This is an optimization exercise on Yosys and OpenROAD, whose aim is small area, not a production implementation. In this exercise RTL edits were held to simulation tests only and were not proved equivalent to the original. Power and IR drop assume default switching activity.

// hmmm_core
module hmmm_core (
    input  wire        clk,
    input  wire        rst,
    input  wire [8:0]  code_size,
    output wire        imem_req,
    output wire [7:0]  imem_addr,
    input  wire        imem_ready,
    input  wire [15:0] imem_rdata,
    output wire        dmem_req,
    output wire        dmem_we,
    output wire [7:0]  dmem_addr,
    output wire [15:0] dmem_wdata,
    input  wire        dmem_ready,
    input  wire [15:0] dmem_rdata,
    output wire        in_req,
    input  wire        in_valid,
    input  wire        in_abort,
    input  wire [15:0] in_data,
    output wire        out_valid,
    output wire [15:0] out_data,
    output wire [1:0]  status,
    output wire [2:0]  cause,
    output wire [7:0]  lpc,
    input  wire [3:0]  dbg_addr,
    output wire [15:0] dbg_data
);
Size: roughly 1100 cells after synthesis, ~310 flip-flops.
clock: 11.0 ns
lec_check: 0
cap_margin: 20
core_margin: 2
core_utilization: 50
gpl_timing_driven: 0
place_density: 0.65
slew_margin: 20
synth_hierarchical: 1
synth_minimum_keep_size: 0
standard.sh (not shown) runs the stock make flow with config.mk's settings and CLKGATE_MAP_FILE= SYNTH_SCRIPT=/design/flow/synth_recipe.tcl, a recipe that flattens the netlist after the stock synthesis.
==> flow/flow/run.sh <==
#!/bin/bash
# The standard layout (standard.sh) with three changes to how it is built:
# abc maps the logic with an area-oriented script (flow/synth.tcl, flow/area.abc),
# the port buffers are the smallest buffer cell, and clock tree synthesis uses
# clkbuf_8 with sink clusters of up to 20 and no dummy loads.
set -euo pipefail
W=$(pwd)
export MY_WORK=$W
export MY_ABC_SCRIPT=$W/flow/area.abc
export SYNTH_INSBUF=0
export BUFFER_PORTS_ARGS="-buffer_cell sky130_fd_sc_hd__buf_1"
export CTS_ARGS="-sink_clustering_enable -repair_clock_nets -dont_use_dummy_load -sink_clustering_size 20 -sink_clustering_max_diameter 50 -buf_list {sky130_fd_sc_hd__clkbuf_8}"
sed "s#SYNTH_SCRIPT=[^ ]*#SYNTH_SCRIPT=$W/flow/synth.tcl#" standard.sh > my_standard.sh
grep -q "SYNTH_SCRIPT=$W/flow/synth.tcl" my_standard.sh
bash my_standard.sh > standard.log 2>&1
==> flow/flow/area.abc <==
strash
ifraig
scorr
dc2
strash
&get -n
&st
&dch -f
&nf -p -R 1000
&put
==> flow/flow/synth.tcl <==
# The standard flow's synthesis script (synth_recipe.tcl), with abc mapping the logic by
# the area-oriented script flow/area.abc instead of ORFS's speed script.
proc abc {args} {
  set i [lsearch -exact $args -script]
  if {$i >= 0} { lset args [expr {$i + 1}] $::env(MY_ABC_SCRIPT) }
  yosys abc {*}$args
}
source [file join $::env(MY_WORK) synth_recipe.tcl]
The baseline finished clean.
Edit:
--- a/flow/flow/run.sh
+++ b/flow/flow/run.sh
@@ -10 +9,0 @@
-export SYNTH_INSBUF=0
==> flow/flow/area.abc (replaced) <==
&get -n
&st
&dch
&nf -p -R 1000
&put
Settings changed: GPL_TIMING_DRIVEN 0 to not set.
Outcome: The changed run finished clean. Global-route usage goes down by 0.52 points. Combinational power came out lower by well over a third. Count of clock-buffer cells in the layout stays the same. Fmax rises by a few percent. Final cell count came out higher by a few percent. Worst setup slack gets better by 490 ps. Routed wire length came out higher slightly. Synthesized area went up by a few percent. Sequential share of layout area stays flat.


Setup of build 35:
hmmm_core again, from the RTL that the note above started with.
export LEC_CHECK = 0
export CAP_MARGIN = 20
export CORE_MARGIN = 2
export CORE_UTILIZATION = 50
export PLACE_DENSITY = 0.65
export SLEW_MARGIN = 20
export SYNTH_HIERARCHICAL = 1
export SYNTH_MINIMUM_KEEP_SIZE = 0
create_clock -name core_clock -period 11.0 [get_ports {clk}]
==> flow/flow/run.sh <==
#!/bin/bash
# The standard layout (standard.sh) with three changes to how it is built:
# abc maps the logic with an area-oriented script (flow/synth.tcl, flow/area.abc;
# the read-port decoder keeps the speed script),
# the port buffers are the smallest buffer cell, and clock tree synthesis uses
# clkbuf_8 with sink clusters of up to 20 (70 um across) and no dummy loads.
set -euo pipefail
W=$(pwd)
export MY_WORK=$W
export MY_ABC_SCRIPT=$W/flow/area.abc
export BUFFER_PORTS_ARGS="-buffer_cell sky130_fd_sc_hd__buf_1"
export CTS_ARGS="-sink_clustering_enable -repair_clock_nets -dont_use_dummy_load -sink_clustering_size 20 -sink_clustering_max_diameter 70 -buf_list {sky130_fd_sc_hd__clkbuf_8}"
sed "s#SYNTH_SCRIPT=[^ ]*#SYNTH_SCRIPT=$W/flow/synth.tcl#" standard.sh > my_standard.sh
grep -q "SYNTH_SCRIPT=$W/flow/synth.tcl" my_standard.sh
bash my_standard.sh > standard.log 2>&1
==> flow/flow/area.abc <==
strash
ifraig
scorr
dc2
strash
&get -n
&st
&dch -f
&nf -p -R 1000
&put
==> flow/flow/synth.tcl <==
# The standard flow's synthesis script (synth_recipe.tcl), with abc mapping the read-port
# decoder (hmmm_rsel) by ORFS's own speed script and the rest of the design
# by the area-oriented script flow/area.abc.
proc abc {args} {
  set i [lsearch -exact $args -script]
  if {$i < 0} { yosys abc {*}$args; return }
  set area $args
  lset area [expr {$i + 1}] $::env(MY_ABC_SCRIPT)
  yosys abc {*}$args hmmm_rsel
  yosys abc {*}$area hmmm_core
}
source [file join $::env(MY_WORK) synth_recipe.tcl]
Inputs modified between build 35 and build 56:
# build 35
export LEC_CHECK = 0
export CAP_MARGIN = 20
export CORE_MARGIN = 2
export CORE_UTILIZATION = 50
export PLACE_DENSITY = 0.65
export SLEW_MARGIN = 20
export SYNTH_HIERARCHICAL = 1
export SYNTH_MINIMUM_KEEP_SIZE = 0
create_clock -name core_clock -period 11.0 [get_ports {clk}]
# build 56
export LEC_CHECK = 0
export CAP_MARGIN = 0
export CORE_MARGIN = 2
export CORE_UTILIZATION = 50
export PLACE_DENSITY = 0.65
export SLEW_MARGIN = 0
export SYNTH_HIERARCHICAL = 1
export SYNTH_MINIMUM_KEEP_SIZE = 0
create_clock -name core_clock -period 11.0 [get_ports {clk}]
diff --git a/flow/flow/run.sh b/flow/flow/run.sh
--- a/flow/flow/run.sh
+++ b/flow/flow/run.sh
@@ -3,2 +3 @@
-# abc maps the logic with an area-oriented script (flow/synth.tcl, flow/area.abc;
-# the read-port decoder keeps the speed script),
+# abc maps the logic with an area-oriented script (flow/synth.tcl, flow/area.abc),
@@ -6 +5 @@
-# clkbuf_8 with sink clusters of up to 20 (70 um across) and no dummy loads.
+# clkbuf_8 with sink clusters of up to 20 and no dummy loads.
@@ -12 +11 @@
-export CTS_ARGS="-sink_clustering_enable -repair_clock_nets -dont_use_dummy_load -sink_clustering_size 20 -sink_clustering_max_diameter 70 -buf_list {sky130_fd_sc_hd__clkbuf_8}"
+export CTS_ARGS="-sink_clustering_enable -repair_clock_nets -dont_use_dummy_load -sink_clustering_size 20 -sink_clustering_max_diameter 50 -buf_list {sky130_fd_sc_hd__clkbuf_8}"
==> flow/flow/area.abc <==
&get -n
&st
&dch
&nf -p -R 1000
&put
==> flow/flow/synth.tcl <==
# The standard flow's synthesis script (synth_recipe.tcl), with abc mapping the logic by
# the area-oriented script flow/area.abc instead of ORFS's speed script.
proc abc {args} {
  set i [lsearch -exact $args -script]
  if {$i >= 0} { lset args [expr {$i + 1}] $::env(MY_ABC_SCRIPT) }
  yosys abc {*}$args
}
source [file join $::env(MY_WORK) synth_recipe.tcl]
==> comparison <==
Changes observed in build 56 relative to build 35: fraction of standard cell area that is sequential has decreased; required time at the endpoint of the critical path shrank by 40 ps; non-clock buffering overhead in the final layout now sits lower; met2 usage in global routing has increased; adder-cell share of the synthesized area roughly the same.
In the final reports, the cell area of build 56 is larger than that of build 35.
Sort build 56 and build 35 by measured slew at the worst slew-check pin, descending, and build 35 comes first.
Here is what was changed in the inputs of build 92 compared with build 56.
# build 56
export LEC_CHECK = 0
export CAP_MARGIN = 0
export CORE_MARGIN = 2
export CORE_UTILIZATION = 50
export PLACE_DENSITY = 0.65
export SLEW_MARGIN = 0
export SYNTH_HIERARCHICAL = 1
export SYNTH_MINIMUM_KEEP_SIZE = 0
create_clock -name core_clock -period 11.0 [get_ports {clk}]
# build 92
export LEC_CHECK = 0
export CAP_MARGIN = 20
export CORE_MARGIN = 2
export CORE_UTILIZATION = 50
export PLACE_DENSITY = 0.65
export SLEW_MARGIN = 20
export SYNTH_HIERARCHICAL = 1
export SYNTH_MINIMUM_KEEP_SIZE = 0
create_clock -name core_clock -period 11.0 [get_ports {clk}]
==> flow/flow/area.abc <==
strash
ifraig
scorr
dc2
strash
&get -n
&st
&dch -f
&nf -p -R 1000
&put
Diff build 92..build 56 | met2 wire length | negligible. Final critical-path required period on build 92 is behind build 56. Build 92 against build 56; switching power summed over all nets is up by more than 100%. Looking at the reports, build 92 completed the entire flow and the layout it produced met the timing, design-rule and antenna checks. Build 56 went all the way through synthesis, placement and routing and the layout is clean on timing, DRC and antenna. Of build 92 and build 56, the lower inverter count belongs to build 92. On build 92: worst max-slew margin expressed relative to the limit is 8.0 points lower than what build 56 gave.
> inputs changed (build 92 -> build 65)
diff --git a/flow/flow/run.sh b/flow/flow/run.sh
--- a/flow/flow/run.sh
+++ b/flow/flow/run.sh
@@ -5 +5 @@
-# clkbuf_8 with sink clusters of up to 20 and no dummy loads.
+# clkbuf_16 with sink clusters of up to 30 and no dummy loads.
@@ -11 +11 @@
-export CTS_ARGS="-sink_clustering_enable -repair_clock_nets -dont_use_dummy_load -sink_clustering_size 20 -sink_clustering_max_diameter 50 -buf_list {sky130_fd_sc_hd__clkbuf_8}"
+export CTS_ARGS="-sink_clustering_enable -repair_clock_nets -dont_use_dummy_load -sink_clustering_size 30 -sink_clustering_max_diameter 60 -buf_list {sky130_fd_sc_hd__clkbuf_16}"
==> flow/flow/area.abc <==
&get -n
&st
&dch
&nf -p -R 1000
&put
Notes after the runs:
Comparing share of cell area taken by muxes after synthesis for build 92 and build 65, the bigger number came from build 92. Status: via count parity (build 92, build 65). Build 65 against build 92: clock network power share went up by 21 points, clock slew seen by the registers of the worst setup and hold paths was more or less identical, number of buffers created by CTS went down by about 20%, met3 track utilization from global routing went up by 0.17 points.

[static timing again, ports no longer ideal]
Ports are ideal in the flow. The routed layouts listed here were re-timed in OpenROAD.
Step 1: set_driving_cell puts a clkbuf_16 on clk and a buf_2 on each other input, an assumption about the parent block.
Step 2, shift: input delay + t, output delay - t, t = (earliest + latest rising clock arrival at the registers) / 2. This alone moves slack from input paths to output paths.
Slacks: ideal / step 1 / step 2; pairs: ideal / step 1.
| run | t (ns) | setup WS [ns] | worst setup path at the end | latest minus earliest clock arrival (ns) |
|---|---|---|---|---|
| the first run of note 1 | 0.593 | 0.629 / 0.649 / 0.056 | input to register | 0.048 / 0.048 |
| the second run of note 1 | 0.603 | 1.121 / 1.130 / 0.537 | input to register | 0.086 / 0.085 |
| build 35 | 0.567 | 0.965 / 0.985 / 0.418 | input to register | 0.056 / 0.056 |
| build 56 | 0.603 | 1.121 / 1.130 / 0.537 | input to register | 0.086 / 0.085 |
| build 92 | 0.601 | 0.917 / 0.939 / 0.339 | input to register | 0.096 / 0.095 |
| build 65 | 0.560 | 1.120 / 1.144 / 0.584 | input to register | 0.065 / 0.066 |
After both steps every run listed still meets setup and hold.
